This is an optimization exercise on Yosys and OpenROAD, whose aim is a short achievable clock period and few clock cycles, not a production implementation. Where RTL was checked, it was by simulation tests only, not by an equivalence proof against the original. No functional check of the RTL was part of run 3. Power figures rest on the tool's default switching activity, not on a simulated workload.

==> flow/design.v (outline; a module is shown in full before it is edited, if it fits) <==
// module msop_core: 276 lines
// module msop_mul_csa: 1499 lines
module msop_core (
    input  wire        clk,
    input  wire        rst,
    output wire [7:0]  imem_addr,
    input  wire [63:0] imem_data,
    output wire        dmem_re,
    output wire        dmem_we,
    output wire [7:0]  dmem_addr,
    output wire [31:0] dmem_wdata,
    input  wire [31:0] dmem_rdata,
    output wire        halted,
    output wire        aborted,
    output wire [1:0]  abort_cause,
    input  wire [3:0]  dbg_sel,
    output wire [31:0] dbg_val
);
  // ...
==> flow/run.sh <==
#!/bin/bash
# synth_recipe.tcl (not shown) runs the flow's synth.tcl, then flattens the netlist and writes it again
# the make line also repeats each setting of config.mk as NAME=value (left out here)
make -C /OpenROAD-flow-scripts/flow DESIGN_CONFIG=/design/flow/config.mk WORK_HOME=/design/flow/orfs CLKGATE_MAP_FILE= SYNTH_SCRIPT=/design/flow/synth_recipe.tcl finish
==> flow/config.mk <==
export PLATFORM = sky130hd
export DESIGN_NAME = msop_core
export DESIGN_NICKNAME = msop_core
export VERILOG_FILES = /design/flow/design.v
export SDC_FILE = /design/flow/constraint.sdc
export NUM_CORES = 4
export LEC_CHECK = 0
export ABC_CLOCK_PERIOD_IN_PS = 5000
export CAP_MARGIN = 20
export CORE_MARGIN = 2
export CORE_UTILIZATION = 40
export PLACE_DENSITY = 0.6
export SETUP_SLACK_MARGIN = 5
export SLEW_MARGIN = 20
==> flow/constraint.sdc <==
create_clock -name core_clock -period 13.0 [get_ports {clk}]
set_input_delay 2.6000 -clock core_clock [delete_from_list [all_inputs] [get_ports {clk}]]
set_output_delay 2.6000 -clock core_clock [all_outputs]
set_load 0.01 [all_outputs]
==> flow_summary.toml, run 1 <==
[finish]
seq_area_um2 = 96610
syn_to_final_growth_pct = 10.79
multi_input_gates = 14300
n_clock_buffer = 423

[power_and_ir_drop]
clk-power_mw = 9.70
p_switching_mw = 28.40
ir_worst_vdd_uv = 597.4

[logic_synthesis]
synth_edf_count = 3205
netlist_top_cells_area = "edfxtp_1 (50%), nand2_1 (9.1%), fa_1 (4.4%)"
ys_ff_latch = 3223
synthMuxAreaShare = 0.02802
yosysSeqAreaShare = 0.5066
ys_warn_count = 1
synth_fa_ha_area_frac = 0.07033
synthCells = 19740

[setup_path]
crit_top_cell = "mux4_2"
critPathSlowestCell = "buf_4"
max_stage_delay_ns = 0.84
critPathRequiredTime_ns = 10.40

[route]
wl_met1_um = 270300
vias = 158500

[run_status]
status = "finished clean"

[placement]
dp_hpwl_um = 427600

[sta]
fin_crit_ns = 8.032
slew-limit-headroom = 0.1029
hold-worst-slack_ns = 0.4829

[cts]
numCtsBuffers = 346

[floorplan]
die_area_um2 = 482200
tap_cells = 6247

[worst_hold_path]
hp-start = "d_pc[7]"

[job]
drv_cap = 0
Testbench counts, summed over its fixed seeds: cycles 130,095.
==> run 2: changes to the inputs <==
--- a/flow/config.mk
+++ b/flow/config.mk
@@ -5,10 +5,8 @@
 export SDC_FILE = /design/flow/constraint.sdc
 export NUM_CORES = 4
 export LEC_CHECK = 0
-export ABC_CLOCK_PERIOD_IN_PS = 5000
 export CAP_MARGIN = 20
 export CORE_MARGIN = 2
 export CORE_UTILIZATION = 40
 export PLACE_DENSITY = 0.6
-export SETUP_SLACK_MARGIN = 5
 export SLEW_MARGIN = 20
==> run 2 against run 1 <==
  * Via count fell by 0.16%
  * Still clean on timing, DRC and antenna
  * Critical endpoint is now dmem_re
  * Routed wire length up 0.11%
  * Sequential share of layout area increased by 0.32 points
  * Cell count down 0.16%
  * First-iteration DRC count shrank 0.18%
  * Utilization shrank 0.31 points
==> flow_summary.toml, run 2 <==
[logic_synthesis]
synth.top_cells.by_count = "nand2_1 (4631), edfxtp_1 (3205), nand3_1 (1517)"
ys_warn_count = 1
synth_top_area_frac = 0.5047
ys.flop_type = "edfxtp_1"
synth_cell_type_count = 100
synth_top_cell_by_area = "edfxtp_1"
syn_avg_cell_area_um2 = 9.660
yosysMostFrequentCell = "nand2_1"
netlist_top_cells_area = "edfxtp_1 (50%), nand2_1 (9.1%), fa_1 (4.4%)"
syn_area_um2 = 190700
synth_edf_count = 3205
synthCells = 19740
yosysSeqAreaShare = 0.5066
synth_nets = 20660
synthArstFlopShare = 0
ys_ff_latch = 3223

[cts]
cts_resized = 0
clock-root-buffer = "clkbuf_16"
clockBufferDepth = 4
numCtsBuffers = 347
path_clk_slew_ns = 0.07
postCtsSetupRepairBufs = 0
cts.sinks = 3223
clk_latency_ns = 1.08
postCtsHoldBufs = 0
cts_htree_levels = 5
cts_tree = "yes"

[floorplan]
die_area_um2 = 482200
fp.dieH_um = 694.4
rows = 253
io-pin-count = 188
die_x_um = 694.4
coreArea_um2 = 474800
initial_core_util = 0.4016

[power_and_ir_drop]
ir_worst_vdd_uv = 594.8
p_per_area_nw_per_um2 = 275.8
switching_share = 0.4914
p_leak_nw = 74.86
seq_power_share = 0.223
totalPowerFinal_mw = 57.87
p_int_mw = 29.43
combPwrFrac = 0.604
p_switching_mw = 28.43
p_clk_frac = 0.173

[setup_path]
start_kind = "flip-flop"
end_kind = "output port"
max_stage_delay_ns = 0.76
rr_startpoint = "dv_b3[0]"
critPathRequiredTime_ns = 10.40
reg2reg_depth = 30
rr_endpoint = "dv_r[5]"
critPathArrivalTime_ns = 7.45
crit_top_cell = "nand4_1"
critPathSlowestCell = "ha_1"
crit_type = "flip-flop to output port"
r2r_slack_ns = 2.99
path_max_fanout = 29
crit_chain = "buf_4 -> clkinv_1 -> ha_1 -> nor2b_1 -> o21ai_0 -> a21oi_1 -> or2_2 -> a221o_1 -> a211oi_1 -> nand4_1 -> nor4_1 -> nand4_1 -> nor2_1 -> and3_1 -> clkdlybuf4s50_1"

[finish]
nNetsFinal = 20090
seq_area_um2 = 96610
multiInputGateArea_um2 = 86230
syn_to_final_growth_pct = 10.03
largest_reg_flops = 2048
final_cell_mix = "nand2_1 (4578), edfxtp_1 (3205), nand3_1 (1507), a21oi_1 (1119), nor2_1 (1044)"
drive_gt1_frac = 0.08413
fillers = 44950
layout_commonest_cell = "nand2_1"

[global_routing]
grt_util_all_layers = 0.2849
grt_pass1_wl_um = 1023000
grt-ovfl-total = 0
grt_start_max_net_pins = 187
antenna_found_initial = 29
grt_pass1_vias = 147000

[sta]
fin_crit_ns = 10.05
finalSetupTns_ns = 0
slew-limit-headroom = 0.1092
finalHoldViolCount = 0
post-route-period-util = 0.7732
setup_viol = 0
slew_viol_final = 0
rsz0062_at_grt = "false"
tightest_slew_ns = 1.330
skew_ns = 0.1290
fmax_mhz = 99.49
hold-worst-slack_ns = 0.4840

[route]
drt_first_pass_iters = 8
drtAntennaViolNets = 0
drt-vias-per-instance = 6.152
drc = 0
wl_um = 712600
drt-wirelength-per-cell_um = 27.71
vias = 158200
drt_iter0_markers = 22390

[job]
drv_cap = 0

[worst_hold_path]
hp-start = "d_valid"
hold_path.class = "flip-flop to flip-flop"
holdPathEnd = "d_valid"
hold_depth = 2

[placement]
place_congestion = 0.9469
portBuffers = 172
dp_hpwl_um = 431900

[run_status]
status = "finished clean"
==> run 2: cell counts after synthesis <==
Identical to the previous run, type by type.
==> run 2: how the worst max path moves through the flow <==
stage	start	to	slack, ns	cells after the start
after detailed placement	dv_b3[0]	dv_r[5]	3.19	30
after CTS	dv_b3[0]	dv_r[5]	3.13	30
after global routing	dv_b3[0]	dv_r[5]	2.35	30
after floorplan	e_v2[31]	e_add	1.67	24
final	e_v2[12]	dmem_re	2.95	15
after global placement	dv_b3[0]	dv_r[5]	3.27	30
==> run 2: per-layer routing <==
layer | global-route usage | vias to the layer above | part of all wire
met1 | 0.3796 | 77100 | 0.38
li1 | - | 69110 | -
met4 | 0.1664 | 10 | 0.069
met2 | 0.4257 | 9760 | 0.43
met3 | 0.06490 | 2235 | 0.12
met5 | 0 | - | 0.00010
==> run 2: through the flow <==
| step | area, um2 | std cells | setup WS [ns] | util |
|---|---|---|---|---|
| after floorplan | 190700 | 19740 | 1.671 | - |
| after global placement | 198500 | 25060 | 3.269 | 0.4180 |
| after detailed placement | 198500 | 25060 | 3.193 | 0.4180 |
| after CTS | 209700 | 25690 | 3.130 | 0.4416 |
| after global routing | 209800 | 25700 | 2.350 | 0.4418 |
| final | 209800 | 25720 | 2.948 | 0.4419 |
==> run 2: cell type report <==
class                           instances  area share
Clock inverter                        213    0.009989
Tap cell                             6247     0.03725
Clock buffer                          421     0.04342
Inverter                              702     0.01281
Multi-Input combinational cell      14300      0.4110
Sequential cell                      3223      0.4604
Timing Repair Buffer                  593     0.02481
Antenna cell                           24   0.0002862
==> run 2: cells by family (layout without fill, tap and decap cells) <==
| kind of cell | after synthesis | count (layout) | share of synthesized area |
|---|---|---|---|
| AO/OA/AOI/OAI | 3883 | 3883 | 0.1250 |
| adder cells (fa/ha/maj) | 821 | 821 | 0.07033 |
| AND/OR/NAND/NOR | 8808 | 8808 | 0.2029 |
| flip-flops | 3223 | 3223 | 0.5066 |
| multiplexers | 322 | 322 | 0.02802 |
| buffers and inverters | 2221 | 1929 | 0.04585 |
| other | 0 | 24 | 0 |
| XOR/XNOR | 461 | 461 | 0.02133 |
==> run 2: worst max-delay path: cells and delay by family, from the launching register on <==
family / cells / cell delay [ns]
AO/OA/AOI/OAI: 4 / 1.20
AND/OR/NAND/NOR: 7 / 2.25
buffers and inverters: 3 / 1.90
flip-flops: 1 / 0.34
adder cells (fa/ha/maj): 1 / 0.76
==> run 2: power by group through the flow <==
stage	registers [mW]	clock network, mW	logic [mW]
5_1_grt	13.0	10.5	37.8
6_report	12.9	10.0	34.9
3_5_place_dp	13.1	0	34.2
4_1_cts	12.9	10.1	34.4
2_1_floorplan	13.3	0	22.6
3_3_place_gp	13.1	0	33.9
==> module msop_core, before the edit <==
module msop_core (
    input  wire        clk,
    input  wire        rst,
    output wire [7:0]  imem_addr,
    input  wire [63:0] imem_data,
    output wire        dmem_re,
    output wire        dmem_we,
    output wire [7:0]  dmem_addr,
    output wire [31:0] dmem_wdata,
    input  wire [31:0] dmem_rdata,
    output wire        halted,
    output wire        aborted,
    output wire [1:0]  abort_cause,
    input  wire [3:0]  dbg_sel,
    output wire [31:0] dbg_val
);
    localparam OP_MUL  = 5'd0,  OP_ADD  = 5'd1,  OP_SUB  = 5'd2,  OP_DIV  = 5'd3;
    localparam OP_MULL = 5'd4,  OP_ADDL = 5'd5,  OP_SUBL = 5'd6,  OP_DIVL = 5'd7;
    localparam OP_LDI  = 5'd8,  OP_STI  = 5'd9,  OP_LDR  = 5'd10, OP_STR  = 5'd11;
    localparam OP_SET  = 5'd12, OP_BEZ  = 5'd13, OP_BGEZ = 5'd14, OP_BLEZ = 5'd15;
    localparam OP_BGTZ = 5'd16, OP_BLTZ = 5'd17, OP_RET  = 5'd18;
    localparam CAUSE_DIV0 = 2'd1, CAUSE_MEM = 2'd2;
    integer i;
    reg [31:0] regs [0:15];
    reg        halt_r;
    reg        abort_r;
    reg [1:0]  cause_r;
    wire       stop_r = halt_r | abort_r;
    reg        bht_taken [0:255];
    reg [7:0]  bht_tgt   [0:255];
    reg        d_valid;
    reg [7:0]  d_pc;
    reg        d_pred;           
    reg [7:0]  d_ptgt;           
    reg        skid_valid;       
    reg [63:0] skid_ir;
    reg        e_valid;
    reg [7:0]  e_pc;
    reg        e_pred;
    reg [3:0]  e_dst;
    reg [31:0] e_v1;             
    reg [31:0] e_v2;             
    reg [31:0] e_v3;             
    reg [7:0]  e_target;         
    reg        e_add, e_sub, e_set;           
    reg        e_mul, e_div, e_ld, e_st;
    reg        e_br, e_ret;
    reg [2:0]  e_cond;           
    reg        dv_busy;          
    reg [3:0]  dv_cnt;           
    reg [31:0] dv_r;             
    reg [31:0] dv_s;             
    reg [33:0] dv_b1, dv_b2, dv_b3;    
    reg        dv_neg;
    reg        m_valid;
    reg        m_ld;
    reg [3:0]  m_dst;
    reg [31:0] m_x, m_y;
    wire [31:0] m_res = m_ld ? dmem_rdata : (m_x + m_y);
    wire [31:0] sum  = e_v1 + e_v2;
    wire [31:0] diff = e_v1 - e_v2;
    wire [31:0] e_res = e_set ? e_v2 : e_sub ? diff : sum;
    wire        e_alu = e_add | e_sub | e_set;    
    wire        ea_bad = |sum[31:10];
    wire        e_mem  = e_ld | e_st;
    wire        t_zero = (e_v3 == 32'd0);
    wire        t_neg  = e_v3[31];
    reg         taken;
    always @(*) begin
        case (e_cond)
            3'd0:    taken = t_zero;
            3'd1:    taken = !t_neg;
            3'd2:    taken = t_neg | t_zero;
            3'd3:    taken = !t_neg & !t_zero;
            default: taken = t_neg;
        endcase
    end
    wire        br_taken = e_br & taken;
    wire        mispredict = e_valid & (br_taken != e_pred) & !stop_r;
    wire [7:0]  e_pc1 = e_pc + 8'd1;
    wire [7:0]  redirect_pc = br_taken ? e_target : e_pc1;
    wire [31:0] mul_s, mul_c;
    msop_mul_csa u_mul (.a(e_v1), .b(e_v2), .s(mul_s), .c(mul_c));
    wire        div0   = (e_v2 == 32'd0);
    wire        sa     = e_v1[31];
    wire        sb     = e_v2[31];
    wire [32:0] xa     = {sa, e_v1};
    wire [32:0] xb     = {sb, e_v2};
    wire [32:0] dsub   = xa - xb;
    wire [32:0] dadd   = xa + xb;
    wire [32:0] dsel   = (sa == sb) ? dsub : dadd;
    wire        dsel_pos = !dsel[32] && (dsel != 33'd0);
    wire        qzero  = sa ? dsel_pos : dsel[32];
    wire        div_start_long = e_valid & e_div & !dv_busy & !div0 & !qzero;
    wire [31:0] abs_a  = sa ? -e_v1 : e_v1;
    wire [31:0] abs_b  = sb ? -e_v2 : e_v2;
    wire [31:0] ma     = e_v1 ^ {32{sa}};
    wire [31:0] mb     = e_v2 ^ {32{sb}};
    reg  [5:0]  la, lb;
    always @(*) begin
        la = 6'd0;
        for (i = 0; i < 32; i = i + 1)
            if (ma[i]) la = i + 1;
        if (sa) la = la + 6'd1;
        lb = 6'd0;
        for (i = 0; i < 32; i = i + 1)
            if (mb[i]) lb = i + 1;
        if (lb == 6'd0) lb = 6'd1;
    end
    wire [5:0]  nq     = la - lb + 6'd1;            
    wire [3:0]  nit    = (nq + 6'd3) >> 2;           
    wire [5:0]  nbits  = {nit, 2'b00};               
    wire [31:0] dv_r0  = (nbits == 6'd32) ? 32'd0 : (abs_a >> nbits);
    wire [31:0] dv_s0  = abs_a << (6'd32 - nbits);
    function [35:0] r4step;          
        input [31:0] r;
        input [1:0]  d;
        input [33:0] b1, b2, b3;
        reg   [33:0] t;
        reg   [34:0] t1, t2, t3;
        begin
            t  = {r, d};
            t1 = {1'b0, t} - {1'b0, b1};
            t2 = {1'b0, t} - {1'b0, b2};
            t3 = {1'b0, t} - {1'b0, b3};
            if (!t3[34])      r4step = {2'd3, t3[33:0]};
            else if (!t2[34]) r4step = {2'd2, t2[33:0]};
            else if (!t1[34]) r4step = {2'd1, t1[33:0]};
            else              r4step = {2'd0, t};
        end
    endfunction
    wire [35:0] st1 = r4step(dv_r, dv_s[31:30], dv_b1, dv_b2, dv_b3);
    wire [35:0] st2 = r4step(st1[31:0], dv_s[29:28], dv_b1, dv_b2, dv_b3);
    wire [31:0] dv_s_next = {dv_s[27:0], st1[35:34], st2[35:34]};
    wire [31:0] dv_r_next = st2[31:0];
    wire        dv_last = dv_busy & (dv_cnt == 4'd1);
    wire        e_hold = e_valid & (div_start_long | (dv_busy & !dv_last) | e_ret);
    wire        e_late = e_ld | e_mul | e_div;    
    wire        abort_now = e_valid & !stop_r & !dv_busy &
                            ((e_div & div0) | (e_mem & ea_bad));
    wire        halt_now  = e_valid & !stop_r & e_ret & !m_valid;
    wire [63:0] ir  = skid_valid ? skid_ir : imem_data;
    wire [4:0]  op  = ir[63:59];
    wire [3:0]  fa  = ir[57:54];
    wire [3:0]  fb  = ir[52:49];
    wire [3:0]  fc  = ir[47:44];
    wire [31:0] imm = ir[31:0];
    wire d_uses_b = (op <= OP_STR);
    wire d_uses_c = (op == OP_MULL) || (op == OP_ADDL) || (op == OP_SUBL) ||
                    (op == OP_DIVL) || (op == OP_LDR)  || (op == OP_STR);
    wire d_is_br  = (op >= OP_BEZ) && (op <= OP_BLTZ);
    wire d_uses_a = (op == OP_STI) || (op == OP_STR) || d_is_br;
    wire e_fwd = e_valid & e_alu;
    wire [31:0] rA = (e_fwd && e_dst == fa) ? e_res :
                     (m_valid && m_dst == fa) ? m_res : regs[fa];
    wire [31:0] rB = (e_fwd && e_dst == fb) ? e_res :
                     (m_valid && m_dst == fb) ? m_res : regs[fb];
    wire [31:0] rC = (e_fwd && e_dst == fc) ? e_res :
                     (m_valid && m_dst == fc) ? m_res : regs[fc];
    wire hazard = e_valid & e_late &
                  ((d_uses_a & (fa == e_dst)) | (d_uses_b & (fb == e_dst)) |
                   (d_uses_c & (fc == e_dst)));
    wire d_adv = d_valid & !e_hold & !hazard & !mispredict & !stop_r & !abort_now;
    wire [7:0] d_pc1   = d_pc + 8'd1;
    wire [7:0] d_pnext = d_pred ? d_ptgt : d_pc1;
    wire [7:0] fetch   = mispredict ? redirect_pc : d_pnext;
    always @(posedge clk) begin
        if (rst) begin
            halt_r     <= 1'b0;
            abort_r    <= 1'b0;
            cause_r    <= 2'd0;
            d_valid    <= 1'b0;
            d_pc       <= 8'hff;
            d_pred     <= 1'b0;
            skid_valid <= 1'b0;
            e_valid    <= 1'b0;
            dv_busy    <= 1'b0;
            m_valid    <= 1'b0;
            for (i = 0; i < 16; i = i + 1)
                regs[i] <= 32'd0;
            for (i = 0; i < 256; i = i + 1)
                bht_taken[i] <= 1'b0;
        end else if (!stop_r) begin
            if (m_valid)
                regs[m_dst] <= m_res;
            if (e_valid & e_alu)
                regs[e_dst] <= e_res;
            if (halt_now)
                halt_r <= 1'b1;
            if (abort_now) begin
                abort_r <= 1'b1;
                cause_r <= (e_div & div0) ? CAUSE_DIV0 : CAUSE_MEM;
            end
            if (e_valid & e_br) begin
                bht_taken[e_pc] <= taken;
                bht_tgt[e_pc]   <= e_target;
            end
            if (div_start_long) begin
                dv_busy <= 1'b1;
                dv_cnt  <= nit;
                dv_r    <= dv_r0;
                dv_s    <= dv_s0;
                dv_b1   <= {2'b00, abs_b};
                dv_b2   <= {1'b0, abs_b, 1'b0};
                dv_b3   <= {2'b00, abs_b} + {1'b0, abs_b, 1'b0};
                dv_neg  <= sa ^ sb;
            end else if (dv_busy) begin
                dv_cnt <= dv_cnt - 4'd1;
                dv_r   <= dv_r_next;
                dv_s   <= dv_s_next;
                if (dv_last)
                    dv_busy <= 1'b0;
            end
            m_valid <= 1'b0;
            if (e_valid & !abort_now & e_late & (!e_hold)) begin
                m_valid <= 1'b1;
                m_dst   <= e_dst;
                m_ld    <= e_ld;
                if (e_mul) begin
                    m_x <= mul_s;
                    m_y <= mul_c;
                end else if (dv_busy) begin
                    m_x <= dv_s_next ^ {32{dv_neg}};
                    m_y <= {31'd0, dv_neg};
                end else begin
                    m_x <= 32'd0;
                    m_y <= 32'd0;
                end
            end
            if (!e_hold & !abort_now) begin
                e_valid <= d_adv;
                if (d_adv) begin
                    e_pc     <= d_pc;
                    e_pred   <= d_pred;
                    e_dst    <= fa;
                    e_v1     <= rB;
                    e_v2     <= d_uses_c ? rC : imm;
                    e_v3     <= rA;
                    e_target <= imm[31] ? 8'd0 : imm[9:2];
                    e_add    <= (op == OP_ADD) || (op == OP_ADDL);
                    e_sub    <= (op == OP_SUB) || (op == OP_SUBL);
                    e_set    <= (op == OP_SET);
                    e_mul    <= (op == OP_MUL) || (op == OP_MULL);
                    e_div    <= (op == OP_DIV) || (op == OP_DIVL);
                    e_ld     <= (op == OP_LDI) || (op == OP_LDR);
                    e_st     <= (op == OP_STI) || (op == OP_STR);
                    e_br     <= d_is_br;
                    e_ret    <= (op == OP_RET);
                    e_cond   <= op - OP_BEZ;
                end
            end
            if (!abort_now) begin
                if (mispredict || !d_valid || d_adv) begin
                    d_valid    <= 1'b1;
                    d_pc       <= fetch;
                    d_pred     <= bht_taken[fetch];
                    d_ptgt     <= bht_tgt[fetch];
                    skid_valid <= 1'b0;
                end else begin
                    skid_valid <= 1'b1;
                    skid_ir    <= ir;
                end
            end
        end
    end
    wire mem_go = e_valid & e_mem & !ea_bad & !stop_r;
    assign imem_addr   = fetch;
    assign dmem_re     = mem_go & e_ld;
    assign dmem_we     = mem_go & e_st;
    assign dmem_addr   = sum[9:2];
    assign dmem_wdata  = e_v3;
    assign halted      = halt_r | halt_now;
    assign aborted     = abort_r;
    assign abort_cause = cause_r;
    assign dbg_val     = regs[dbg_sel];
endmodule
==> run 3: changes to the inputs <==
--- a/flow/design.v
+++ b/flow/design.v
@@ -26,8 +26,8 @@
     reg        abort_r;
     reg [1:0]  cause_r;
     wire       stop_r = halt_r | abort_r;
-    reg        bht_taken [0:255];
-    reg [7:0]  bht_tgt   [0:255];
+    reg        bht_taken [0:127];
+    reg [7:0]  bht_tgt   [0:127];
     reg        d_valid;
     reg [7:0]  d_pc;
     reg        d_pred;           
@@ -36,21 +36,26 @@
     reg [63:0] skid_ir;
     reg        e_valid;
     reg [7:0]  e_pc;
-    reg        e_pred;
     reg [3:0]  e_dst;
     reg [31:0] e_v1;             
     reg [31:0] e_v2;             
     reg [31:0] e_v3;             
     reg [7:0]  e_target;         
+    reg        e_ok_t, e_ok_n;   
     reg        e_add, e_sub, e_set;           
     reg        e_mul, e_div, e_ld, e_st;
     reg        e_br, e_ret;
     reg [2:0]  e_cond;           
     reg        dv_busy;          
+    reg [3:0]  dv_dst;
+    reg        wb_valid;         
+    reg [3:0]  wb_dst;
+    reg [31:0] wb_q;
+    reg        wb_neg;
     reg [3:0]  dv_cnt;           
     reg [31:0] dv_r;             
     reg [31:0] dv_s;             
-    reg [33:0] dv_b1, dv_b2, dv_b3;    
+    reg [35:0] dv_m [1:15];            
     reg        dv_neg;
     reg        m_valid;
     reg        m_ld;
@@ -59,8 +64,8 @@
     wire [31:0] m_res = m_ld ? dmem_rdata : (m_x + m_y);
     wire [31:0] sum  = e_v1 + e_v2;
     wire [31:0] diff = e_v1 - e_v2;
-    wire [31:0] e_res = e_set ? e_v2 : e_sub ? diff : sum;
-    wire        e_alu = e_add | e_sub | e_set;    
+    wire [31:0] e_res = e_set ? e_v2 : e_sub ? diff : e_div ? 32'd0 : sum;
+    wire        e_alu = e_add | e_sub | e_set;
     wire        ea_bad = |sum[31:10];
     wire        e_mem  = e_ld | e_st;
     wire        t_zero = (e_v3 == 32'd0);
@@ -76,7 +81,7 @@
         endcase
     end
     wire        br_taken = e_br & taken;
-    wire        mispredict = e_valid & (br_taken != e_pred) & !stop_r;
+    wire        mispredict = e_valid & !stop_r & (br_taken ? !e_ok_t : !e_ok_n);
     wire [7:0]  e_pc1 = e_pc + 8'd1;
     wire [7:0]  redirect_pc = br_taken ? e_target : e_pc1;
     wire [31:0] mul_s, mul_c;
@@ -91,7 +96,8 @@
     wire [32:0] dsel   = (sa == sb) ? dsub : dadd;
     wire        dsel_pos = !dsel[32] && (dsel != 33'd0);
     wire        qzero  = sa ? dsel_pos : dsel[32];
-    wire        div_start_long = e_valid & e_div & !dv_busy & !div0 & !qzero;
+    wire        div_start_long = e_valid & !stop_r & e_div & !div0 & !qzero &
+                                 !(dv_busy & !dv_last);
     wire [31:0] abs_a  = sa ? -e_v1 : e_v1;
     wire [31:0] abs_b  = sb ? -e_v2 : e_v2;
     wire [31:0] ma     = e_v1 ^ {32{sa}};
@@ -112,55 +118,95 @@
     wire [5:0]  nbits  = {nit, 2'b00};               
     wire [31:0] dv_r0  = (nbits == 6'd32) ? 32'd0 : (abs_a >> nbits);
     wire [31:0] dv_s0  = abs_a << (6'd32 - nbits);
-    function [35:0] r4step;          
-        input [31:0] r;
-        input [1:0]  d;
-        input [33:0] b1, b2, b3;
-        reg   [33:0] t;
-        reg   [34:0] t1, t2, t3;
+    function [35:0] mult3;
+        input [35:0] x, y, z;
+        reg   [35:0] s, c;
         begin
-            t  = {r, d};
-            t1 = {1'b0, t} - {1'b0, b1};
-            t2 = {1'b0, t} - {1'b0, b2};
-            t3 = {1'b0, t} - {1'b0, b3};
-            if (!t3[34])      r4step = {2'd3, t3[33:0]};
-            else if (!t2[34]) r4step = {2'd2, t2[33:0]};
-            else if (!t1[34]) r4step = {2'd1, t1[33:0]};
-            else              r4step = {2'd0, t};
+            s = x ^ y ^ z;
+            c = ((x & y) | (x & z) | (y & z)) << 1;
+            mult3 = s + c;
         end
     endfunction
-    wire [35:0] st1 = r4step(dv_r, dv_s[31:30], dv_b1, dv_b2, dv_b3);
-    wire [35:0] st2 = r4step(st1[31:0], dv_s[29:28], dv_b1, dv_b2, dv_b3);
-    wire [31:0] dv_s_next = {dv_s[27:0], st1[35:34], st2[35:34]};
-    wire [31:0] dv_r_next = st2[31:0];
+    wire [35:0] b1 = {4'd0, abs_b};
+    wire [35:0] dv_m0 [1:15];
+    assign dv_m0[1]  = b1;
+    assign dv_m0[2]  = b1 << 1;
+    assign dv_m0[3]  = mult3(b1 << 1, b1, 36'd0);
+    assign dv_m0[4]  = b1 << 2;
+    assign dv_m0[5]  = mult3(b1 << 2, b1, 36'd0);
+    assign dv_m0[6]  = mult3(b1 << 2, b1 << 1, 36'd0);
+    assign dv_m0[7]  = mult3(b1 << 2, b1 << 1, b1);
+    assign dv_m0[8]  = b1 << 3;
+    assign dv_m0[9]  = mult3(b1 << 3, b1, 36'd0);
+    assign dv_m0[10] = mult3(b1 << 3, b1 << 1, 36'd0);
+    assign dv_m0[11] = mult3(b1 << 3, b1 << 1, b1);
+    assign dv_m0[12] = mult3(b1 << 3, b1 << 2, 36'd0);
+    assign dv_m0[13] = mult3(b1 << 3, b1 << 2, b1);
+    assign dv_m0[14] = mult3(b1 << 3, b1 << 2, b1 << 1);
+    assign dv_m0[15] = mult3(b1 << 4, ~b1, 36'd1);       
+    wire [35:0] dv_t = {dv_r, dv_s[31:28]};
+    reg  [36:0] dv_tk [1:15];
+    reg  [3:0]  dv_q;
+    reg  [35:0] dv_rn;
+    always @(*) begin
+        dv_q  = 4'd0;
+        dv_rn = dv_t;
+        for (i = 1; i < 16; i = i + 1) begin
+            dv_tk[i] = {1'b0, dv_t} - {1'b0, dv_m[i]};
+            if (!dv_tk[i][36]) begin
+                dv_q  = i;
+                dv_rn = dv_tk[i][35:0];
+            end
+        end
+    end
+    wire [31:0] dv_s_next = {dv_s[27:0], dv_q};
+    wire [31:0] dv_r_next = dv_rn[31:0];
     wire        dv_last = dv_busy & (dv_cnt == 4'd1);
-    wire        e_hold = e_valid & (div_start_long | (dv_busy & !dv_last) | e_ret);
-    wire        e_late = e_ld | e_mul | e_div;    
-    wire        abort_now = e_valid & !stop_r & !dv_busy &
-                            ((e_div & div0) | (e_mem & ea_bad));
-    wire        halt_now  = e_valid & !stop_r & e_ret & !m_valid;
+    wire        dv_pending = dv_busy | wb_valid;
+    wire [31:0] wb_res = (wb_q ^ {32{wb_neg}}) + {31'd0, wb_neg};
+    wire        e_hold = e_valid & ((e_div & !qzero & !div0 & dv_busy & !dv_last) | e_ret);
+    wire        e_div_q0 = e_div & qzero & !div0;
+    wire        e_wr_e = e_alu | e_div_q0;        
+    wire        e_late = e_ld | e_mul | (e_div & !e_div_q0);    
+    wire        abort_cond = (e_div & div0) | (e_mem & ea_bad);
+    wire        abort_now = e_valid & !stop_r & abort_cond;
+    wire        halt_now  = e_valid & !stop_r & e_ret & !m_valid & !dv_pending;
     wire [63:0] ir  = skid_valid ? skid_ir : imem_data;
     wire [4:0]  op  = ir[63:59];
     wire [3:0]  fa  = ir[57:54];
     wire [3:0]  fb  = ir[52:49];
     wire [3:0]  fc  = ir[47:44];
     wire [31:0] imm = ir[31:0];
+    wire [7:0]  d_target = imm[31] ? 8'd0 : imm[9:2];    
     wire d_uses_b = (op <= OP_STR);
     wire d_uses_c = (op == OP_MULL) || (op == OP_ADDL) || (op == OP_SUBL) ||
                     (op == OP_DIVL) || (op == OP_LDR)  || (op == OP_STR);
     wire d_is_br  = (op >= OP_BEZ) && (op <= OP_BLTZ);
     wire d_uses_a = (op == OP_STI) || (op == OP_STR) || d_is_br;
-    wire e_fwd = e_valid & e_alu;
+    wire d_wr_safe   = (op == OP_MUL) || (op == OP_ADD) || (op == OP_SUB) ||
+                       (op == OP_MULL) || (op == OP_ADDL) || (op == OP_SUBL) ||
+                       (op == OP_SET);
+    wire d_wr_unsafe = (op == OP_DIV) || (op == OP_DIVL) || (op == OP_LDI) || (op == OP_LDR);
+    wire e_fwd = e_valid & e_wr_e;
     wire [31:0] rA = (e_fwd && e_dst == fa) ? e_res :
-                     (m_valid && m_dst == fa) ? m_res : regs[fa];
+                     (m_valid && m_dst == fa) ? m_res :
+                     (wb_valid && wb_dst == fa) ? wb_res : regs[fa];
     wire [31:0] rB = (e_fwd && e_dst == fb) ? e_res :
-                     (m_valid && m_dst == fb) ? m_res : regs[fb];
+                     (m_valid && m_dst == fb) ? m_res :
+                     (wb_valid && wb_dst == fb) ? wb_res : regs[fb];
     wire [31:0] rC = (e_fwd && e_dst == fc) ? e_res :
-                     (m_valid && m_dst == fc) ? m_res : regs[fc];
-    wire hazard = e_valid & e_late &
-                  ((d_uses_a & (fa == e_dst)) | (d_uses_b & (fb == e_dst)) |
-                   (d_uses_c & (fc == e_dst)));
-    wire d_adv = d_valid & !e_hold & !hazard & !mispredict & !stop_r & !abort_now;
+                     (m_valid && m_dst == fc) ? m_res :
+                     (wb_valid && wb_dst == fc) ? wb_res : regs[fc];
+    wire hazard = (e_valid & e_late &
+                   ((d_uses_a & (fa == e_dst)) | (d_uses_b & (fb == e_dst)) |
+                    (d_uses_c & (fc == e_dst)))) |
+                  (dv_busy &
+                   ((d_uses_a & (fa == dv_dst)) | (d_uses_b & (fb == dv_dst)) |
+                    (d_uses_c & (fc == dv_dst)))) |
+                  (d_wr_unsafe & e_valid & e_div & (fa == e_dst)) |
+                  (d_wr_unsafe & dv_busy & (fa == dv_dst));
+    wire d_adv = d_valid & !e_hold & !hazard & !mispredict & !stop_r;
+    wire d_kills = d_adv & d_wr_safe & !abort_now;
     wire [7:0] d_pc1   = d_pc + 8'd1;
     wire [7:0] d_pnext = d_pred ? d_ptgt : d_pc1;
     wire [7:0] fetch   = mispredict ? redirect_pc : d_pnext;
@@ -175,68 +221,71 @@
             skid_valid <= 1'b0;
             e_valid    <= 1'b0;
             dv_busy    <= 1'b0;
+            wb_valid   <= 1'b0;
             m_valid    <= 1'b0;
             for (i = 0; i < 16; i = i + 1)
                 regs[i] <= 32'd0;
-            for (i = 0; i < 256; i = i + 1)
+            for (i = 0; i < 128; i = i + 1)
                 bht_taken[i] <= 1'b0;
-        end else if (!stop_r) begin
-            if (m_valid)
-                regs[m_dst] <= m_res;
-            if (e_valid & e_alu)
-                regs[e_dst] <= e_res;
-            if (halt_now)
-                halt_r <= 1'b1;
-            if (abort_now) begin
-                abort_r <= 1'b1;
-                cause_r <= (e_div & div0) ? CAUSE_DIV0 : CAUSE_MEM;
-            end
-            if (e_valid & e_br) begin
-                bht_taken[e_pc] <= taken;
-                bht_tgt[e_pc]   <= e_target;
+        end else begin
+            if (wb_valid)
+                regs[wb_dst] <= wb_res;
+            wb_valid <= 1'b0;
+            if (dv_busy) begin
+                dv_cnt <= dv_cnt - 4'd1;
+                dv_r   <= dv_r_next;
+                dv_s   <= dv_s_next;
+                if (dv_last)
+                    dv_busy <= 1'b0;
+                if (d_kills && fa == dv_dst) begin
+                    dv_busy <= 1'b0;
+                end else if (dv_last) begin
+                    wb_valid <= 1'b1;
+                    wb_dst   <= dv_dst;
+                    wb_q     <= dv_s_next;
+                    wb_neg   <= dv_neg;
+                end
             end
-            if (div_start_long) begin
+            if (div_start_long && !(d_kills && fa == e_dst)) begin
                 dv_busy <= 1'b1;
+                dv_dst  <= e_dst;
                 dv_cnt  <= nit;
                 dv_r    <= dv_r0;
                 dv_s    <= dv_s0;
-                dv_b1   <= {2'b00, abs_b};
-                dv_b2   <= {1'b0, abs_b, 1'b0};
-                dv_b3   <= {2'b00, abs_b} + {1'b0, abs_b, 1'b0};
+                for (i = 1; i < 16; i = i + 1)
+                    dv_m[i] <= dv_m0[i];
                 dv_neg  <= sa ^ sb;
-            end else if (dv_busy) begin
-                dv_cnt <= dv_cnt - 4'd1;
-                dv_r   <= dv_r_next;
-                dv_s   <= dv_s_next;
-                if (dv_last)
-                    dv_busy <= 1'b0;
             end
-            m_valid <= 1'b0;
-            if (e_valid & !abort_now & e_late & (!e_hold)) begin
-                m_valid <= 1'b1;
+            if (!stop_r) begin
+                if (m_valid)
+                    regs[m_dst] <= m_res;
+                if (e_valid & e_wr_e)
+                    regs[e_dst] <= e_res;
+                if (halt_now)
+                    halt_r <= 1'b1;
+                if (abort_now) begin
+                    abort_r <= 1'b1;
+                    cause_r <= (e_div & div0) ? CAUSE_DIV0 : CAUSE_MEM;
+                end
+                if (e_valid & e_br) begin
+                    bht_taken[e_pc[6:0]] <= taken;
+                    bht_tgt[e_pc[6:0]]   <= e_target;
+                end
+                m_valid <= e_valid & (e_ld | e_mul);
                 m_dst   <= e_dst;
                 m_ld    <= e_ld;
-                if (e_mul) begin
-                    m_x <= mul_s;
-                    m_y <= mul_c;
-                end else if (dv_busy) begin
-                    m_x <= dv_s_next ^ {32{dv_neg}};
-                    m_y <= {31'd0, dv_neg};
-                end else begin
-                    m_x <= 32'd0;
-                    m_y <= 32'd0;
-                end
-            end
-            if (!e_hold & !abort_now) begin
-                e_valid <= d_adv;
-                if (d_adv) begin
+                m_x     <= mul_s;        
+                m_y     <= mul_c;
+                if (!e_hold) begin
+                    e_valid  <= d_adv;
                     e_pc     <= d_pc;
-                    e_pred   <= d_pred;
                     e_dst    <= fa;
                     e_v1     <= rB;
                     e_v2     <= d_uses_c ? rC : imm;
                     e_v3     <= rA;
-                    e_target <= imm[31] ? 8'd0 : imm[9:2];
+                    e_target <= d_target;
+                    e_ok_t   <= d_pred ? (d_ptgt == d_target) : (d_pc1 == d_target);
+                    e_ok_n   <= d_pred ? (d_ptgt == d_pc1) : 1'b1;
                     e_add    <= (op == OP_ADD) || (op == OP_ADDL);
                     e_sub    <= (op == OP_SUB) || (op == OP_SUBL);
                     e_set    <= (op == OP_SET);
@@ -248,17 +297,15 @@
                     e_ret    <= (op == OP_RET);
                     e_cond   <= op - OP_BEZ;
                 end
-            end
-            if (!abort_now) begin
+                skid_ir <= ir;
                 if (mispredict || !d_valid || d_adv) begin
                     d_valid    <= 1'b1;
                     d_pc       <= fetch;
-                    d_pred     <= bht_taken[fetch];
-                    d_ptgt     <= bht_tgt[fetch];
+                    d_pred     <= bht_taken[fetch[6:0]];
+                    d_ptgt     <= bht_tgt[fetch[6:0]];
                     skid_valid <= 1'b0;
                 end else begin
                     skid_valid <= 1'b1;
-                    skid_ir    <= ir;
                 end
             end
         end
@@ -270,7 +317,7 @@
     assign dmem_addr   = sum[9:2];
     assign dmem_wdata  = e_v3;
     assign halted      = halt_r | halt_now;
-    assign aborted     = abort_r;
+    assign aborted     = abort_r & !dv_pending;
     assign abort_cause = cause_r;
     assign dbg_val     = regs[dbg_sel];
 endmodule
==> flow/flow/run.sh (new file) <==
#!/bin/bash
set -euo pipefail
bash standard.sh SETUP_SLACK_MARGIN=6.3 finish > standard_flow.log 2>&1
==> flow/standard.sh (new file) <==
#!/bin/bash
# synth_recipe.tcl (not shown) runs the flow's synth.tcl, then flattens the netlist and writes it again
# the make line also repeats each setting of config.mk as NAME=value (left out here)
make -C /OpenROAD-flow-scripts/flow DESIGN_CONFIG=/design/flow/config.mk WORK_HOME=/design/flow/orfs CLKGATE_MAP_FILE= SYNTH_SCRIPT=/design/flow/synth_recipe.tcl "${@:-finish}"
--- a/flow/config.mk
+++ b/flow/config.mk
@@ -5,8 +5,10 @@
 export SDC_FILE = /design/flow/constraint.sdc
 export NUM_CORES = 4
 export LEC_CHECK = 0
+export ABC_CLOCK_PERIOD_IN_PS = 5000
 export CAP_MARGIN = 20
 export CORE_MARGIN = 2
-export CORE_UTILIZATION = 40
-export PLACE_DENSITY = 0.6
+export CORE_UTILIZATION = 55
+export PLACE_DENSITY = 0.65
+export SETUP_SLACK_MARGIN = 5
 export SLEW_MARGIN = 20
removed: flow/run.sh
==> run 3 against run 2 <==
  * The run now fails in global routing
  * Synthesized area shrank 3.3%
  * Synthesized cell count grew 4.3%
==> flow_summary.toml, run 3 <==
[floorplan]
initial_core_util = 0.5525
io-pin-count = 188
rows = 212
die_x_um = 583.0
fp.dieH_um = 583.0

[logic_synthesis]
synthCells = 20600
synth_top_area_frac = 0.3735
synth_cell_type_count = 112
syn_avg_cell_area_um2 = 8.951
synthArstFlopShare = 0
yosysMostFrequentCell = "nand2_1"
ys_warn_count = 3
ys_ff_latch = 2312
synth_edf_count = 2293
synth_top_cell_by_area = "edfxtp_1"
ys.flop_type = "edfxtp_1"
synth_nets = 22210
netlist_top_cells_area = "edfxtp_1 (37%), nand2_1 (7.7%), ha_1 (6.8%)"
synth.top_cells.by_count = "nand2_1 (3763), edfxtp_1 (2293), nand3_1 (1395)"
yosysSeqAreaShare = 0.3755
syn_area_um2 = 184400

[cts]
cts.sinks = 2312
clock-root-buffer = "clkbuf_16"
numCtsBuffers = 273
clockBufferDepth = 4
cts_htree_levels = 5
postCtsHoldBufs = 0

[placement]
portBuffers = 172
place_congestion = 1.070
dp_hpwl_um = 542400
dpl_cell_area_um2 = 191700
post-place-cells = 24290

[global_routing]
grt_util_all_layers = 0.5065
grt-ovfl-total = 1
grt_start_max_net_pins = 161

[run_status]
status = "stopped before the end"
haltStage = "global routing"
error = "[ERROR GRT-0232] Routing congestion too high. Check the congestion heatmap in the GUI."
run 3: cell count changes after synthesis, moves of 219 or more:
cell	change
xnor2_1	+280
edfxtp_1	-912
nand2_1	-868
ha_1	+597
a311oi_1	+219
inv_1	+518
a221oi_1	+246
o22ai_1	-422
run 3: cells by family after synthesis:
kind of cell	after synthesis	synth area share
XOR/XNOR	893	0.04250
flip-flops	2312	0.3755
multiplexers	386	0.03272
AO/OA/AOI/OAI	4718	0.1713
adder cells (fa/ha/maj)	1513	0.1236
buffers and inverters	2625	0.05434
AND/OR/NAND/NOR	8150	0.2000
run 3: worst min path at each step:
stage,to,slack (ns),depth (start not counted)
CTS,wb_neg,0.43,0
detailed placement,wb_neg,0.41,0
floorplan,wb_neg,0.40,0
global placement,wb_neg,0.41,0
run 3: through the flow:
| stage | worst slack (ns) | hold WS [ns] | util |
|---|---|---|---|
| 2_1_floorplan | 3.597 | 0.4003 | - |
| 3_3_place_gp | 3.941 | 0.4136 | 0.5745 |
| 3_5_place_dp | 4.074 | 0.4146 | 0.5746 |
| 4_1_cts | 5.304 | 0.4299 | 0.6198 |
run 3: routing by layer:
layer / overflow / GRT usage
met5: 0 / 0.05656
met4: 0 / 0.4205
met3: 0 / 0.2535
met2: 0 / 0.6985
met1: 1 / 0.5809
run 3: what timing repair did:
action                     in CTS
gates resized for setup       760
setup buffers                 249
pin swaps                      93
gates cloned                   61
setup endpoints to repair    1830
run 3: power groups by stage:
stage	registers (mW)	clock network [mW]	logic (mW)
2_1_floorplan	10.6	0	22.1
3_3_place_gp	10.5	0	33.1
3_5_place_dp	10.5	0	33.6
4_1_cts	10.4	7.74	35.2
==> run 4: changes to the inputs <==
--- a/flow/design.v
+++ b/flow/design.v
@@ -55,7 +55,7 @@
     reg [3:0]  dv_cnt;           
     reg [31:0] dv_r;             
     reg [31:0] dv_s;             
-    reg [35:0] dv_m [1:15];            
+    reg [35:0] dv_odd [0:7];           
     reg        dv_neg;
     reg        m_valid;
     reg        m_ld;
@@ -66,7 +66,12 @@
     wire [31:0] diff = e_v1 - e_v2;
     wire [31:0] e_res = e_set ? e_v2 : e_sub ? diff : e_div ? 32'd0 : sum;
     wire        e_alu = e_add | e_sub | e_set;
-    wire        ea_bad = |sum[31:10];
+    wire        c10;
+    wire [9:0]  ea_lo;
+    assign {c10, ea_lo} = {1'b0, e_v1[9:0]} + {1'b0, e_v2[9:0]};
+    wire [31:10] ea_hx = e_v1[31:10] ^ e_v2[31:10];
+    wire [31:10] ea_ho = e_v1[31:10] | e_v2[31:10];
+    wire        ea_bad = (ea_hx[31:11] != ea_ho[30:10]) | (ea_hx[10] != c10);
     wire        e_mem  = e_ld | e_st;
     wire        t_zero = (e_v3 == 32'd0);
     wire        t_neg  = e_v3[31];
@@ -83,25 +88,24 @@
     wire        br_taken = e_br & taken;
     wire        mispredict = e_valid & !stop_r & (br_taken ? !e_ok_t : !e_ok_n);
     wire [7:0]  e_pc1 = e_pc + 8'd1;
-    wire [7:0]  redirect_pc = br_taken ? e_target : e_pc1;
     wire [31:0] mul_s, mul_c;
     msop_mul_csa u_mul (.a(e_v1), .b(e_v2), .s(mul_s), .c(mul_c));
     wire        div0   = (e_v2 == 32'd0);
     wire        sa     = e_v1[31];
     wire        sb     = e_v2[31];
-    wire [32:0] xa     = {sa, e_v1};
-    wire [32:0] xb     = {sb, e_v2};
-    wire [32:0] dsub   = xa - xb;
-    wire [32:0] dadd   = xa + xb;
-    wire [32:0] dsel   = (sa == sb) ? dsub : dadd;
-    wire        dsel_pos = !dsel[32] && (dsel != 33'd0);
-    wire        qzero  = sa ? dsel_pos : dsel[32];
+    wire [31:0] ma     = e_v1 ^ {32{sa}};
+    wire [31:0] mb     = e_v2 ^ {32{sb}};
+    wire [31:0] ab_x  = ma ^ mb;
+    wire [31:0] ab_xu = {1'b0, ab_x[31:1]};
+    wire        ab_lt = ma < mb;
+    wire        ab_eq = ma == mb;
+    wire        ab_inc = ab_x[0] & ~|(ab_xu & ~ab_x) & ~|(ab_x & ab_xu & ~ma) &
+                         ~|(ab_x & ~ab_xu & ma);
+    wire        qzero = (sa == sb) ? ab_lt : sb ? (ab_lt | ab_eq) : (ab_lt & !ab_inc);
     wire        div_start_long = e_valid & !stop_r & e_div & !div0 & !qzero &
                                  !(dv_busy & !dv_last);
     wire [31:0] abs_a  = sa ? -e_v1 : e_v1;
     wire [31:0] abs_b  = sb ? -e_v2 : e_v2;
-    wire [31:0] ma     = e_v1 ^ {32{sa}};
-    wire [31:0] mb     = e_v2 ^ {32{sb}};
     reg  [5:0]  la, lb;
     always @(*) begin
         la = 6'd0;
@@ -128,22 +132,31 @@
         end
     endfunction
     wire [35:0] b1 = {4'd0, abs_b};
-    wire [35:0] dv_m0 [1:15];
-    assign dv_m0[1]  = b1;
-    assign dv_m0[2]  = b1 << 1;
-    assign dv_m0[3]  = mult3(b1 << 1, b1, 36'd0);
-    assign dv_m0[4]  = b1 << 2;
-    assign dv_m0[5]  = mult3(b1 << 2, b1, 36'd0);
-    assign dv_m0[6]  = mult3(b1 << 2, b1 << 1, 36'd0);
-    assign dv_m0[7]  = mult3(b1 << 2, b1 << 1, b1);
-    assign dv_m0[8]  = b1 << 3;
-    assign dv_m0[9]  = mult3(b1 << 3, b1, 36'd0);
-    assign dv_m0[10] = mult3(b1 << 3, b1 << 1, 36'd0);
-    assign dv_m0[11] = mult3(b1 << 3, b1 << 1, b1);
-    assign dv_m0[12] = mult3(b1 << 3, b1 << 2, 36'd0);
-    assign dv_m0[13] = mult3(b1 << 3, b1 << 2, b1);
-    assign dv_m0[14] = mult3(b1 << 3, b1 << 2, b1 << 1);
-    assign dv_m0[15] = mult3(b1 << 4, ~b1, 36'd1);       
+    wire [35:0] dv_odd0 [0:7];
+    assign dv_odd0[0] = b1;
+    assign dv_odd0[1] = mult3(b1 << 1, b1, 36'd0);
+    assign dv_odd0[2] = mult3(b1 << 2, b1, 36'd0);
+    assign dv_odd0[3] = mult3(b1 << 2, b1 << 1, b1);
+    assign dv_odd0[4] = mult3(b1 << 3, b1, 36'd0);
+    assign dv_odd0[5] = mult3(b1 << 3, b1 << 1, b1);
+    assign dv_odd0[6] = mult3(b1 << 3, b1 << 2, b1);
+    assign dv_odd0[7] = mult3(b1 << 4, ~b1, 36'd1);       
+    wire [35:0] dv_m [1:15];
+    assign dv_m[1]  = dv_odd[0];
+    assign dv_m[2]  = dv_odd[0] << 1;
+    assign dv_m[3]  = dv_odd[1];
+    assign dv_m[4]  = dv_odd[0] << 2;
+    assign dv_m[5]  = dv_odd[2];
+    assign dv_m[6]  = dv_odd[1] << 1;
+    assign dv_m[7]  = dv_odd[3];
+    assign dv_m[8]  = dv_odd[0] << 3;
+    assign dv_m[9]  = dv_odd[4];
+    assign dv_m[10] = dv_odd[2] << 1;
+    assign dv_m[11] = dv_odd[5];
+    assign dv_m[12] = dv_odd[1] << 2;
+    assign dv_m[13] = dv_odd[6];
+    assign dv_m[14] = dv_odd[3] << 1;
+    assign dv_m[15] = dv_odd[7];
     wire [35:0] dv_t = {dv_r, dv_s[31:28]};
     reg  [36:0] dv_tk [1:15];
     reg  [3:0]  dv_q;
@@ -165,9 +178,9 @@
     wire        dv_pending = dv_busy | wb_valid;
     wire [31:0] wb_res = (wb_q ^ {32{wb_neg}}) + {31'd0, wb_neg};
     wire        e_hold = e_valid & ((e_div & !qzero & !div0 & dv_busy & !dv_last) | e_ret);
-    wire        e_div_q0 = e_div & qzero & !div0;
-    wire        e_wr_e = e_alu | e_div_q0;        
-    wire        e_late = e_ld | e_mul | (e_div & !e_div_q0);    
+    wire        e_wr_e = e_alu | (e_div & !div0);    
+    wire        e_q0   = e_div & qzero & !div0;
+    wire        e_late = e_ld | e_mul | (e_div & !e_q0);    
     wire        abort_cond = (e_div & div0) | (e_mem & ea_bad);
     wire        abort_now = e_valid & !stop_r & abort_cond;
     wire        halt_now  = e_valid & !stop_r & e_ret & !m_valid & !dv_pending;
@@ -187,7 +200,7 @@
                        (op == OP_MULL) || (op == OP_ADDL) || (op == OP_SUBL) ||
                        (op == OP_SET);
     wire d_wr_unsafe = (op == OP_DIV) || (op == OP_DIVL) || (op == OP_LDI) || (op == OP_LDR);
-    wire e_fwd = e_valid & e_wr_e;
+    wire e_fwd = e_valid & (e_alu | e_q0);
     wire [31:0] rA = (e_fwd && e_dst == fa) ? e_res :
                      (m_valid && m_dst == fa) ? m_res :
                      (wb_valid && wb_dst == fa) ? wb_res : regs[fa];
@@ -209,7 +222,9 @@
     wire d_kills = d_adv & d_wr_safe & !abort_now;
     wire [7:0] d_pc1   = d_pc + 8'd1;
     wire [7:0] d_pnext = d_pred ? d_ptgt : d_pc1;
-    wire [7:0] fetch   = mispredict ? redirect_pc : d_pnext;
+    wire [7:0] nx_t    = e_ok_t ? d_pnext : e_target;    
+    wire [7:0] nx_n    = e_ok_n ? d_pnext : e_pc1;       
+    wire [7:0] fetch   = !(e_valid & !stop_r) ? d_pnext : br_taken ? nx_t : nx_n;
     always @(posedge clk) begin
         if (rst) begin
             halt_r     <= 1'b0;
@@ -246,14 +261,14 @@
                     wb_neg   <= dv_neg;
                 end
             end
-            if (div_start_long && !(d_kills && fa == e_dst)) begin
-                dv_busy <= 1'b1;
+            if (div_start_long) begin
+                dv_busy <= !(d_kills && fa == e_dst);
                 dv_dst  <= e_dst;
                 dv_cnt  <= nit;
                 dv_r    <= dv_r0;
                 dv_s    <= dv_s0;
-                for (i = 1; i < 16; i = i + 1)
-                    dv_m[i] <= dv_m0[i];
+                for (i = 0; i < 8; i = i + 1)
+                    dv_odd[i] <= dv_odd0[i];
                 dv_neg  <= sa ^ sb;
             end
             if (!stop_r) begin
==> flow/run.sh (new file) <==
#!/bin/bash
# synth_recipe.tcl (not shown) runs the flow's synth.tcl, then flattens the netlist and writes it again
# the make line also repeats each setting of config.mk as NAME=value (left out here)
make -C /OpenROAD-flow-scripts/flow DESIGN_CONFIG=/design/flow/config.mk WORK_HOME=/design/flow/orfs CLKGATE_MAP_FILE= SYNTH_SCRIPT=/design/flow/synth_recipe.tcl finish
--- a/flow/config.mk
+++ b/flow/config.mk
@@ -8,7 +8,7 @@
 export ABC_CLOCK_PERIOD_IN_PS = 5000
 export CAP_MARGIN = 20
 export CORE_MARGIN = 2
-export CORE_UTILIZATION = 55
-export PLACE_DENSITY = 0.65
+export CORE_UTILIZATION = 40
+export PLACE_DENSITY = 0.6
 export SETUP_SLACK_MARGIN = 5
 export SLEW_MARGIN = 20
removed: flow/flow/run.sh
removed: flow/standard.sh
==> run 4 against run 3 <==
  * The run now finishes clean
  * Synthesized area about the same
  * Synthesized cell count decreased by 0.52%
==> flow_summary.toml, run 4 <==
[sta]
skew_ns = 0.1083
setup_viol = 0
slew-limit-headroom = 0.08522
fmax_mhz = 123.4
finalSetupTns_ns = 0
post-route-period-util = 0.6235
rsz0062_at_grt = "false"
fin_crit_ns = 8.106
tightest_slew_ns = 1.372
setup_slack_ns = 4.894
finalHoldViolCount = 0
slew_viol_final = 0

[placement]
portBuffers = 172
place_congestion = 1.029
dp_hpwl_um = 567800
post-place-ws_ns = 4.365

[logic_synthesis]
ys_ff_latch = 2312
synthArstFlopShare = 0
synth_cell_type_count = 105
syn_area_um2 = 184300
synth_nets = 22120
synth_top_area_frac = 0.3736
netlist_top_cells_area = "edfxtp_1 (37%), ha_1 (6.9%), nand2_1 (6.9%)"
synth_edf_count = 2293
yosysSeqAreaShare = 0.3757
synth_top_cell_by_area = "edfxtp_1"
synth.top_cells.by_count = "nand2_1 (3387), edfxtp_1 (2293), nor2_1 (1318)"
syn_avg_cell_area_um2 = 8.995
ys.flop_type = "edfxtp_1"
synthCells = 20490
ys_warn_count = 3
yosysMostFrequentCell = "nand2_1"

[cts]
numCtsBuffers = 281
clock-root-buffer = "clkbuf_16"
path_clk_slew_ns = 0.06
cts_tree = "yes"
cts.sinks = 2312
cts_htree_levels = 5
clockBufferDepth = 4
clk_latency_ns = 1.00

[floorplan]
initial_core_util = 0.4013
die_area_um2 = 466200
fp.dieH_um = 682.8
rows = 249
io-pin-count = 188
die_x_um = 682.8
coreArea_um2 = 459200

[setup_path]
reg2reg_depth = 16
start_kind = "primary input"
critPathRequiredTime_ns = 10.40
r2r_slack_ns = 5.15
end_kind = "output port"
rr_endpoint = "e_v3[11]"
rr_startpoint = "e_v2[31]"
crit_type = "primary input to output port"
path_max_fanout = 73
cp-startpoint = "dbg_sel[1]"
critPathArrivalTime_ns = 5.51

[global_routing]
grt_pass1_wl_um = 1172000
grt_pass1_vias = 160800
grt-ovfl-total = 0
grt_util_all_layers = 0.3478
grt_start_max_net_pins = 169
antenna_found_initial = 50

[power_and_ir_drop]
p_leak_nw = 77.12
ir_worst_vdd_uv = 446.1
p_per_area_nw_per_um2 = 244.6

[route]
drt-vias-per-instance = 6.480
drc = 0
drt_iter0_markers = 26270
vias = 171600
drt_first_pass_iters = 8
wl_um = 841200
drt-wirelength-per-cell_um = 31.76
drtAntennaViolNets = 0

[finish]
nNetsFinal = 21730
final_util = 0.4429
drive_gt1_frac = 0.07731
largest_reg_flops = 1024
layout_commonest_cell = "nand2_1"
final_cell_mix = "nand2_1 (3336), edfxtp_1 (2293), nor2_1 (1303), inv_1 (1229), o21ai_0 (1215)"
syn_to_final_growth_pct = 10.37

[worst_hold_path]
holdPathEnd = "wb_neg"
hold_path.class = "flip-flop to flip-flop"
hold_depth = 0
hp-start = "dv_neg"

[job]
drv_cap = 0

[run_status]
status = "finished clean"
[run 4: what timing repair did]
action | CTS | global route
endpoints found under the setup margin | 55 | 64
hold buffers | 0 | 0
cloned | 2 | 0
setup buffers | 6 | 4
pin swaps | 5 | 2
gates resized for setup | 24 | 23
endpoints found under the hold margin | 0 | 0
[run 4: logic make-up after synthesis]
kind of cell    after synthesis  share of synthesized area
compound gates             5197                     0.1854
mux                         368                    0.03133
fa+ha+maj                  1533                     0.1249
flops                      2312                     0.3757
buf+inv                    2675                    0.05591
xor+xnor                    949                    0.04530
simple gates               7455                     0.1814
[run 4: cell type report]
class	count	area, um2
multi-input combinational	15500	106300
inverter	1263	4797
fill	44450	255800
clock buffer	341	7363
sequential	2312	69240
tap	6149	7694
antenna	30	75.07
timing repair buffer	730	6270
clock inverter	159	1619
[run 4: layer usage]
layer	vias to the layer above	GRT usage	wire length, um
li1	73520	-	-
met1	83120	0.4419	314300
met2	12060	0.4958	340700
met3	2895	0.1173	112900
met4	35	0.2415	73060
met5	-	0.002990	271
[run 4: how the worst max path moves through the flow]
stage,to,slack (ns),cells after the start
floorplan,wb_dst[0],3.89,11
global placement,imem_addr[7],3.84,9
detailed placement,imem_addr[7],4.36,9
CTS,imem_addr[7],4.99,10
global route,dbg_val[27],5.00,5
finish,dbg_val[27],4.89,5
[run 4: per-stage QoR]
stage | hold slack, ns | instance area [um2] | power, mW | std cells
2_1_floorplan | 0.4003 | 184400 | 29.80 | 20490
3_3_place_gp | 0.4257 | 194000 | 40.76 | 25940
3_5_place_dp | 0.4272 | 194000 | 40.95 | 25950
4_1_cts | 0.4342 | 203200 | 49.04 | 26450
5_1_grt | 0.4541 | 203300 | 52.48 | 26460
6_report | 0.4309 | 203400 | 49.76 | 26490
[run 4: power by group]
group | switching [mW] | internal (mW) | total [mW]
clock network | 3.47 | 4.47 | 7.94
registers | 0.319 | 9.84 | 10.2
logic | 21.1 | 10.5 | 31.7
total | 24.9 | 24.9 | 49.8
[run 4: critical path: stages]
cell	delay, ns
buf_8	0.47
buf_16	0.52
mux4_2	0.43
mux4_2	0.57
clkdlybuf4s50_1	0.81
Testbench counts of run 4, summed over its fixed seeds: cycles 120,507.
==> run 5: changes to the inputs <==
--- a/flow/design.v
+++ b/flow/design.v
@@ -27,11 +27,13 @@
     reg [1:0]  cause_r;
     wire       stop_r = halt_r | abort_r;
     reg        bht_taken [0:127];
+    reg        bht_seen  [0:127];     
     reg [7:0]  bht_tgt   [0:127];
     reg        d_valid;
     reg [7:0]  d_pc;
     reg        d_pred;           
     reg [7:0]  d_ptgt;           
+    reg        d_seen;           
     reg        skid_valid;       
     reg [63:0] skid_ir;
     reg        e_valid;
@@ -222,9 +224,9 @@
     wire d_kills = d_adv & d_wr_safe & !abort_now;
     wire [7:0] d_pc1   = d_pc + 8'd1;
     wire [7:0] d_pnext = d_pred ? d_ptgt : d_pc1;
-    wire [7:0] nx_t    = e_ok_t ? d_pnext : e_target;    
-    wire [7:0] nx_n    = e_ok_n ? d_pnext : e_pc1;       
-    wire [7:0] fetch   = !(e_valid & !stop_r) ? d_pnext : br_taken ? nx_t : nx_n;
+    wire       btfn    = d_valid & !d_seen & d_is_br & (d_target <= d_pc);
+    wire [7:0] d_pnx   = btfn ? d_target : d_pnext;
+    wire [7:0] fetch   = mispredict ? (br_taken ? e_target : e_pc1) : d_pnx;
     always @(posedge clk) begin
         if (rst) begin
             halt_r     <= 1'b0;
@@ -240,8 +242,10 @@
             m_valid    <= 1'b0;
             for (i = 0; i < 16; i = i + 1)
                 regs[i] <= 32'd0;
-            for (i = 0; i < 128; i = i + 1)
+            for (i = 0; i < 128; i = i + 1) begin
                 bht_taken[i] <= 1'b0;
+                bht_seen[i]  <= 1'b0;
+            end
         end else begin
             if (wb_valid)
                 regs[wb_dst] <= wb_res;
@@ -284,6 +288,7 @@
                 end
                 if (e_valid & e_br) begin
                     bht_taken[e_pc[6:0]] <= taken;
+                    bht_seen[e_pc[6:0]]  <= 1'b1;
                     bht_tgt[e_pc[6:0]]   <= e_target;
                 end
                 m_valid <= e_valid & (e_ld | e_mul);
@@ -299,8 +304,8 @@
                     e_v2     <= d_uses_c ? rC : imm;
                     e_v3     <= rA;
                     e_target <= d_target;
-                    e_ok_t   <= d_pred ? (d_ptgt == d_target) : (d_pc1 == d_target);
-                    e_ok_n   <= d_pred ? (d_ptgt == d_pc1) : 1'b1;
+                    e_ok_t   <= btfn | (d_pred ? (d_ptgt == d_target) : (d_pc1 == d_target));
+                    e_ok_n   <= btfn ? (d_target == d_pc1) : d_pred ? (d_ptgt == d_pc1) : 1'b1;
                     e_add    <= (op == OP_ADD) || (op == OP_ADDL);
                     e_sub    <= (op == OP_SUB) || (op == OP_SUBL);
                     e_set    <= (op == OP_SET);
@@ -318,6 +323,7 @@
                     d_pc       <= fetch;
                     d_pred     <= bht_taken[fetch[6:0]];
                     d_ptgt     <= bht_tgt[fetch[6:0]];
+                    d_seen     <= bht_seen[fetch[6:0]];
                     skid_valid <= 1'b0;
                 end else begin
                     skid_valid <= 1'b1;
==> run 5 against run 4 <==
  * Synthesized area increased by 2.7%
  * Setup slack gained 0.021 ns
  * Routed wire length down 4.9%
  * Register-to-register slack worse by 0.07 ns
  * Count of clock-buffer cells in the layout is 30 higher
  * Critical endpoint is now dbg_val[22]
==> flow_summary.toml, run 5 <==
[run_status]
status = "finished clean"

[global_routing]
grt_pass1_vias = 160800
grt_pass1_wl_um = 1136000
grt_util_all_layers = 0.3204
grt_start_max_net_pins = 191
grt-ovfl-total = 0
antenna_found_initial = 41

[cts]
clockBufferDepth = 4
clk_latency_ns = 1.03
path_clk_slew_ns = 0.06
cts.sinks = 2441
cts_tree = "yes"
cts_htree_levels = 5
clock-root-buffer = "clkbuf_16"
postCtsHoldBufs = 0
numCtsBuffers = 292

[sta]
rsz0062_at_grt = "true"
fmax_mhz = 123.7
setup_slack_ns = 4.915
tightest_slew_ns = 1.461
fin_crit_ns = 8.085
finalHoldViolCount = 0
setup_viol = 0
post-route-period-util = 0.6220
slew-limit-headroom = 0.02135
slew_viol_final = 0
skew_ns = 0.1081
finalSetupTns_ns = 0

[power_and_ir_drop]
combPwrFrac = 0.659
p_per_area_nw_per_um2 = 271.5
seq_power_share = 0.193
switching_share = 0.5023
p_clk_frac = 0.148
ir_worst_vdd_uv = 664.4
p_int_mw = 28.28
totalPowerFinal_mw = 56.83
p_switching_mw = 28.55
p_leak_nw = 82.29

[floorplan]
initial_core_util = 0.4018
fp.dieH_um = 691.9
rows = 252
coreArea_um2 = 471100
io-pin-count = 188
die_x_um = 691.9
die_area_um2 = 478700

[route]
drt_iter0_markers = 27030
vias = 174900
drt-vias-per-instance = 6.357
wl_um = 800300
drt-wirelength-per-cell_um = 29.09
drc = 0
drt_first_pass_iters = 13
drtAntennaViolNets = 0

[finish]
seq_area_um2 = 71830
nNetsFinal = 22670
fillers = 45460
multiInputGateArea_um2 = 108400
layout_commonest_cell = "nand2_1"
syn_to_final_growth_pct = 10.59
final_util = 0.4443
largest_reg_flops = 1024
drive_gt1_frac = 0.07870
final_cell_mix = "nand2_1 (3999), edfxtp_1 (2294), nor2_1 (1381), nand3_1 (1326), inv_1 (1316)"

[logic_synthesis]
ys.flop_type = "edfxtp_1"
synth_top_cell_by_area = "edfxtp_1"
ys_ff_latch = 2441
synthArstFlopShare = 0
yosysSeqAreaShare = 0.3795
netlist_top_cells_area = "edfxtp_1 (36%), nand2_1 (8.0%), ha_1 (6.8%)"
synth_nets = 23070
synthCells = 21420
yosysMostFrequentCell = "nand2_1"
synth_edf_count = 2294
synth_top_area_frac = 0.3640
syn_avg_cell_area_um2 = 8.834
synth.top_cells.by_count = "nand2_1 (4052), edfxtp_1 (2294), nor2_1 (1409)"
synth_cell_type_count = 116
syn_area_um2 = 189300
ys_warn_count = 3

[setup_path]
crit_type = "primary input to output port"
crit_top_cell = "mux4_2"
end_kind = "output port"
critPathArrivalTime_ns = 5.49
critPathSlowestCell = "mux4_2"
crit_chain = "buf_6 -> buf_8 -> mux4_2 -> mux4_2 -> clkdlybuf4s50_1"
start_kind = "primary input"
cp_top_family = "buffers and inverters"
critPathRequiredTime_ns = 10.40
max_stage_delay_ns = 0.68
path_max_fanout = 49
path_buf_inv = 3

[placement]
post-place-ws_ns = 3.036
place_congestion = 1.004
dp_hpwl_um = 523300
portBuffers = 172

[job]
drv_cap = 0

[worst_hold_path]
hold_path.class = "flip-flop to flip-flop"
run 5: cell types whose count changed in the layout (fill, tap and decap cells not counted), moves of 87 or more:
cell | before | now
nand2_1 | 3336 | 3999
a211oi_1 | 549 | 180
nand3_1 | 976 | 1326
a21oi_1 | 811 | 1017
and2_1 | 396 | 196
o21ai_0 | 1215 | 1074
and3_1 | 174 | 309
dfxtp_1 | 18 | 146
a31oi_1 | 341 | 230
inv_1 | 1229 | 1316
run 5: path summary, 6_finish.rpt:
path	from	to	slack, ns	depth (start not counted)
max	dbg_sel[1]	dbg_val[22]	4.91	5
min	dv_neg	wb_neg	0.42	0
max reg2reg	e_v1[31]	dv_r[1]	5.08	25
min reg2reg	dv_neg	wb_neg	0.42	0
run 5: cell type report:
class,instances,share of cell area
multi-input cells,16170,0.5177
flip-flops and latches,2441,0.3432
clock buffers,371,0.03747
well taps,6223,0.03720
repair buffers,748,0.03057
inverters,1364,0.02513
clock inverters,155,0.008040
diodes,29,0.0003467
repair inverters,8,0.0003109
run 5: what timing repair did:
action,in CTS,in global routing
buffers inserted,28,32
cloned,9,3
endpoints found under the setup margin,96,91
resized for setup,152,84
pin swaps,16,19
run 5: metal layers:
metal,global-route usage,wire (um),part of all wire
met1,0.4166,302700,0.38
met2,0.4597,327900,0.41
met3,0.1019,108800,0.14
met4,0.2022,60730,0.076
met5,0.001600,273,0.00034
run 5: kinds of logic after synthesis:
kind of cell             synth area share
AO/OA/AOI/OAI                      0.1712
adder cells (fa/ha/maj)            0.1221
multiplexers                      0.03200
XOR/XNOR                          0.04479
flip-flops                         0.3795
buffers and inverters             0.05735
AND/OR/NAND/NOR                    0.1930
run 5: power groups by stage:
| stage | Sequential [mW] | Clock, mW | Combinational (mW) |
|---|---|---|---|
| after floorplan | 11.1 | 0 | 24.0 |
| after global placement | 11.1 | 0 | 35.2 |
| after detailed placement | 11.1 | 0 | 35.6 |
| after CTS | 10.9 | 8.44 | 36.1 |
| after global routing | 11.0 | 8.73 | 40.9 |
| final | 11.0 | 8.39 | 37.5 |
run 5: stage by stage:
stage / area [um2] / cells / hold slack, ns
3_5_place_dp: 198200 / 26880 / 0.4093
4_1_cts: 208400 / 27440 / 0.4227
3_3_place_gp: 198200 / 26870 / 0.4044
6_report: 209300 / 27510 / 0.4220
5_1_grt: 209200 / 27480 / 0.4256
2_1_floorplan: 189400 / 21420 / 0.4003
Testbench counts of run 5, summed over its fixed seeds: cycles 119,427.

separate check: timing with driven ports:
In the flow no input, the clock included, has a driving cell. The finished layouts below were timed again as built, in two steps. Step 1: set_driving_cell puts a clkbuf_16 on clk and a buf_2 on each other input, an assumption about the parent block. Step 2, shift: input delay + t, output delay - t, t = (earliest + latest rising clock arrival at the registers) / 2. This alone moves slack from input paths to output paths. a / b / c = no drivers / after step 1 / after step 2; a / b = the first two.
| run | t, ns | setup WS [ns] | worst setup path at the end |
|---|---|---|---|
| run 1 | 1.111 | 4.968 / 4.927 / 4.715 | input to register |
| run 2 | 1.129 | 2.948 / 2.834 / 2.988 | register to register |
| run 4 | 1.060 | 4.894 / 4.823 / 4.683 | input to register |
| run 5 | 1.102 | 4.915 / 4.795 / 4.119 | input to register |
After both steps setup and hold are still met in every run listed. For run 5, which loses most, drivers alone change the setup slack by -0.120 ns; drivers and shift together by -0.796 ns.
